From an optimization exercise on the open Yosys and OpenROAD flow, aimed at small area; shortcuts taken in it are not production practice.
No driver is modelled on the clock port, so clock power and skew are understated where the tree is cut down; a real chip needs a root buffer or a tree.
Power figures rest on the tool's default switching activity, not on a simulated workload.

==> amber <==
## caa
module caa (
    input  wire        clk,
    input  wire        rst,
    input  wire        cmd_valid,
    input  wire [23:0] cmd,
    output wire [15:0] cursor_o,
    output wire [15:0] csum_o,
    output wire [15:0] total_o,
    output wire [7:0]  rec_len_o,
    output wire [15:0] rec_addr_o,
    output wire [15:0] rec_csum_o,
    output wire        rec_valid_o,
    output wire [23:0] status_o,
    output wire        err_o,
    output wire [23:0] fcmd_o
);
==> flow/config.mk <==
export PLATFORM = sky130hd
export DESIGN_NAME = caa
export DESIGN_NICKNAME = caa
export VERILOG_FILES = /design/flow/design.v
export SDC_FILE = /design/flow/constraint.sdc
export NUM_CORES = 4
export LEC_CHECK = 0
export CAP_MARGIN = 20
export CORE_MARGIN = 2
export CORE_UTILIZATION = 40
export SLEW_MARGIN = 20
export SYNTH_HIERARCHICAL = 1
==> flow/constraint.sdc <==
create_clock -name core_clock -period 5.0 [get_ports {clk}]
set_input_delay 1.0000 -clock core_clock [delete_from_list [all_inputs] [get_ports {clk}]]
set_output_delay 1.0000 -clock core_clock [all_outputs]
set_load 0.01 [all_outputs]
standard.sh (not shown) runs the stock make flow with config.mk's settings and CLKGATE_MAP_FILE= SYNTH_SCRIPT=/design/flow/synth_recipe.tcl, a recipe that flattens the netlist after the stock synthesis.
==> flow/flow/run.sh <==
#!/bin/bash
# The standard ORFS layout (standard.sh) with two changes: small port
# buffers (buf_1) and, in place of TritonCTS, the two-level clock tree of
# flow/cts_pre.tcl. ORFS writes each tool's log under orfs/logs; make's own
# output goes to standard.log.
set -e
bash standard.sh BUFFER_PORTS_ARGS="-buffer_cell sky130_fd_sc_hd__buf_1" \
  PRE_CTS_TCL="$PWD/flow/cts_pre.tcl" CTS_CLK_NET=clk CTS_K=4 \
  CTS_LEAF_BUF=sky130_fd_sc_hd__clkbuf_16 CTS_ROOT_BUF="" \
  finish > standard.log 2>&1
==> flow/flow/cts_pre.tcl <==
# Replaces TritonCTS with a two-level clock tree: the flip-flops are split by
# position into CTS_K groups (recursive median cuts), each driven by one
# CTS_LEAF_BUF placed at its group's centroid; the leaf buffers are driven by
# the clock port, or by one CTS_ROOT_BUF when CTS_ROOT_BUF is set.
proc my_split { items k } {
  # items: list of {iterm x y}; split into k groups by alternating median cuts
  if { $k <= 1 || [llength $items] <= 1 } { return [list $items] }
  set xs [lmap it $items {lindex $it 1}]
  set ys [lmap it $items {lindex $it 2}]
  set w [expr {[tcl::mathfunc::max {*}$xs] - [tcl::mathfunc::min {*}$xs]}]
  set h [expr {[tcl::mathfunc::max {*}$ys] - [tcl::mathfunc::min {*}$ys]}]
  set idx [expr {$w >= $h ? 1 : 2}]
  set sorted [lsort -integer -index $idx $items]
  set k1 [expr {$k / 2}]
  set k2 [expr {$k - $k1}]
  set n1 [expr {int(round([llength $sorted] * double($k1) / $k))}]
  set a [lrange $sorted 0 [expr {$n1 - 1}]]
  set b [lrange $sorted $n1 end]
  return [concat [my_split $a $k1] [my_split $b $k2]]
}

proc clock_tree_synthesis { args } {
  set db [ord::get_db]
  set block [ord::get_db_block]
  set clk_net [$block findNet $::env(CTS_CLK_NET)]
  set k $::env(CTS_K)
  set leaf_master [$db findMaster $::env(CTS_LEAF_BUF)]
  set items {}
  foreach it [$clk_net getITerms] {
    set inst [$it getInst]
    set bb [$inst getBBox]
    set x [expr {([$bb xMin] + [$bb xMax]) / 2}]
    set y [expr {([$bb yMin] + [$bb yMax]) / 2}]
    lappend items [list $it $x $y]
  }
  puts "my_cts: [llength $items] sinks, $k groups of $::env(CTS_LEAF_BUF)"
  set drv_net $clk_net
  if { [info exists ::env(CTS_ROOT_BUF)] && $::env(CTS_ROOT_BUF) ne "" } {
    set root [odb::dbInst_create $block [$db findMaster $::env(CTS_ROOT_BUF)] clkbuf_root]
    set root_net [odb::dbNet_create $block clknet_root]
    $root_net setSigType CLOCK
    [$root findITerm A] connect $clk_net
    [$root findITerm X] connect $root_net
    set drv_net $root_net
    set rx 0; set ry 0
  }
  set groups [my_split $items $k]
  set i 0
  set cxs {}; set cys {}
  foreach g $groups {
    set buf [odb::dbInst_create $block $leaf_master clkbuf_leaf_$i]
    set net [odb::dbNet_create $block clknet_leaf_$i]
    $net setSigType CLOCK
    set sx 0; set sy 0
    foreach it $g {
      set iterm [lindex $it 0]
      $iterm disconnect
      $iterm connect $net
      incr sx [lindex $it 1]; incr sy [lindex $it 2]
    }
    set cx [expr {$sx / [llength $g]}]
    set cy [expr {$sy / [llength $g]}]
    lappend cxs $cx; lappend cys $cy
    [$buf findITerm A] connect $drv_net
    [$buf findITerm X] connect $net
    $buf setLocation $cx $cy
    $buf setPlacementStatus PLACED
    puts "my_cts: leaf $i drives [llength $g] sinks at ($cx, $cy)"
    incr i
  }
  if { $drv_net ne $clk_net } {
    set n [llength $cxs]
    set rx [expr {int([tcl::mathop::+ {*}$cxs] / $n)}]
    set ry [expr {int([tcl::mathop::+ {*}$cys] / $n)}]
    $root setLocation $rx $ry
    $root setPlacementStatus PLACED
  }
  set_propagated_clock [all_clocks]
}
==> nickel: changes against amber <==
--- a/flow/flow/run.sh
+++ b/flow/flow/run.sh
@@ -7,4 +7,4 @@
 bash standard.sh BUFFER_PORTS_ARGS="-buffer_cell sky130_fd_sc_hd__buf_1" \
   PRE_CTS_TCL="$PWD/flow/cts_pre.tcl" CTS_CLK_NET=clk CTS_K=4 \
-  CTS_LEAF_BUF=sky130_fd_sc_hd__clkbuf_16 CTS_ROOT_BUF="" \
+  CTS_LEAF_BUF=sky130_fd_sc_hd__clkbuf_16 CTS_ROOT_BUF="sky130_fd_sc_hd__clkbuf_8" \
   finish > standard.log 2>&1
Settings changed: CORE_UTILIZATION 40 to 60.
==> onyx: changes against amber <==
--- a/flow/flow/run.sh
+++ b/flow/flow/run.sh
@@ -6,5 +6,5 @@
 set -e
 bash standard.sh BUFFER_PORTS_ARGS="-buffer_cell sky130_fd_sc_hd__buf_1" \
-  PRE_CTS_TCL="$PWD/flow/cts_pre.tcl" CTS_CLK_NET=clk CTS_K=4 \
-  CTS_LEAF_BUF=sky130_fd_sc_hd__clkbuf_16 CTS_ROOT_BUF="" \
+  PRE_CTS_TCL="$PWD/flow/cts_pre.tcl" CTS_CLK_NET=clk CTS_K=6 \
+  CTS_LEAF_BUF=sky130_fd_sc_hd__clkbuf_16 CTS_ROOT_BUF="sky130_fd_sc_hd__clkbuf_16" \
   finish > standard.log 2>&1
==> qor summary <==
Worst slew pin tran: nickel 0.979 ns; amber 1.01 ns; onyx 1.05 ns
Endpoint of the lowest-slack register-to-register path: nickel out_csum_q[15]; amber addr_q[15]; onyx addr_q[15]
Comb power frac: nickel 12.4%; amber 12.9%; onyx 11.7%
Global-route met2 utilization: nickel 44.7%; amber 32.2%; onyx 32.7%
Required time reported for the critical path endpoint: nickel 5.28 ns; amber 5.07 ns; onyx 5.24 ns
Total Die Area: nickel 11200 um^2; amber 16600 um^2; onyx 16600 um^2
Min Clock Period, post-route: nickel 4.87 ns; amber 4.86 ns; onyx 4.79 ns
Routed len/inst: nickel 19.4 um; amber 19.8 um; onyx 19.9 um
Status: nickel no timing/DRC/antenna violations; amber no timing/DRC/antenna violations; onyx no timing/DRC/antenna violations
Placed Instances: nickel 837; amber 890; onyx 890
Via density per instance: nickel 6.19; amber 5.79; onyx 5.81
Met2 wire len: nickel 7.40 mm; amber 8.07 mm; onyx 8.11 mm
Met1 routed wirelength after detailed routing: nickel 7.38 mm; amber 8.27 mm; onyx 8.04 mm
Maximum clock skew at final layout: nickel 0.0176 ns; amber 0.0122 ns; onyx 0.0125 ns
Routed length on met3: nickel 1.22 mm; amber 1.07 mm; onyx 1.39 mm
Routed via count: nickel 5210; amber 5180; onyx 5209
Power Internal: nickel 1.27 mW; amber 1.25 mW; onyx 1.35 mW
Area of the core region: nickel 10200 um^2; amber 15200 um^2; onyx 15200 um^2
Worst-Skew Late Latency: nickel 0.39 ns; amber 0.18 ns; onyx 0.35 ns
Share of cell area taken by flip-flops and latches: nickel 35.7%; amber 35.2%; onyx 35.0%
HPWL after detailed placement: nickel 12.1 mm; amber 13.3 mm; onyx 13.3 mm
Startpoint of the lowest-slack hold path: nickel out_addr_q[8]; amber out_addr_q[11]; onyx out_addr_q[0]
Reg2reg setup slack: nickel 0.22 ns; amber 0.29 ns; onyx 0.28 ns
Placed standard-cell area: nickel 6820 um^2; amber 6890 um^2; onyx 6890 um^2
Number of cells traversed by the worst register-to-register path: nickel 17; amber 18; onyx 18
No run of this note included a check of the RTL's function; only the layout flow was run. No run of this note takes its clock network from TritonCTS; it comes from the design's own scripts or RTL.

static timing again, ports no longer ideal:
How much do the figures lean on ideal ports? The routed layouts below were timed once more, with nothing changed but the port constraints.
Step 1, drivers: a clkbuf_16 drives clk and a buf_2 each remaining input, both assumed.
Step 2 adds t to the input delays and takes it off the output delays; t is the mean of the earliest and latest rising clock arrival at the registers after step 1. Input paths then give back, and output paths get back, about the clock's delay inside the block.
Slacks: no drivers / after step 1 / after step 2; pairs: no drivers / after step 1.
| run | t (ns) | slack for setup (ns) | hold WS [ns] | worst data-port slew with drivers (ns) | pins driven straight from the clock port |
|---|---|---|---|---|---|
| amber | 0.259 | 0.145 / 0.192 / -0.067 | 0.481 / 0.481 / 0.481 | 0.05 | 4 |
| nickel | 0.414 | 0.134 / 0.148 / -0.266 | 0.479 / 0.479 / 0.479 | 0.04 | 1 |
| onyx | 0.383 | 0.208 / 0.224 / -0.159 | 0.475 / 0.475 / 0.475 | 0.03 | 1 |
With both steps, setup timing fails in every run listed, where it was met with ideal ports. The setup slack of nickel, which loses most, moves by +0.014 ns with the drivers and by -0.400 ns with both steps.
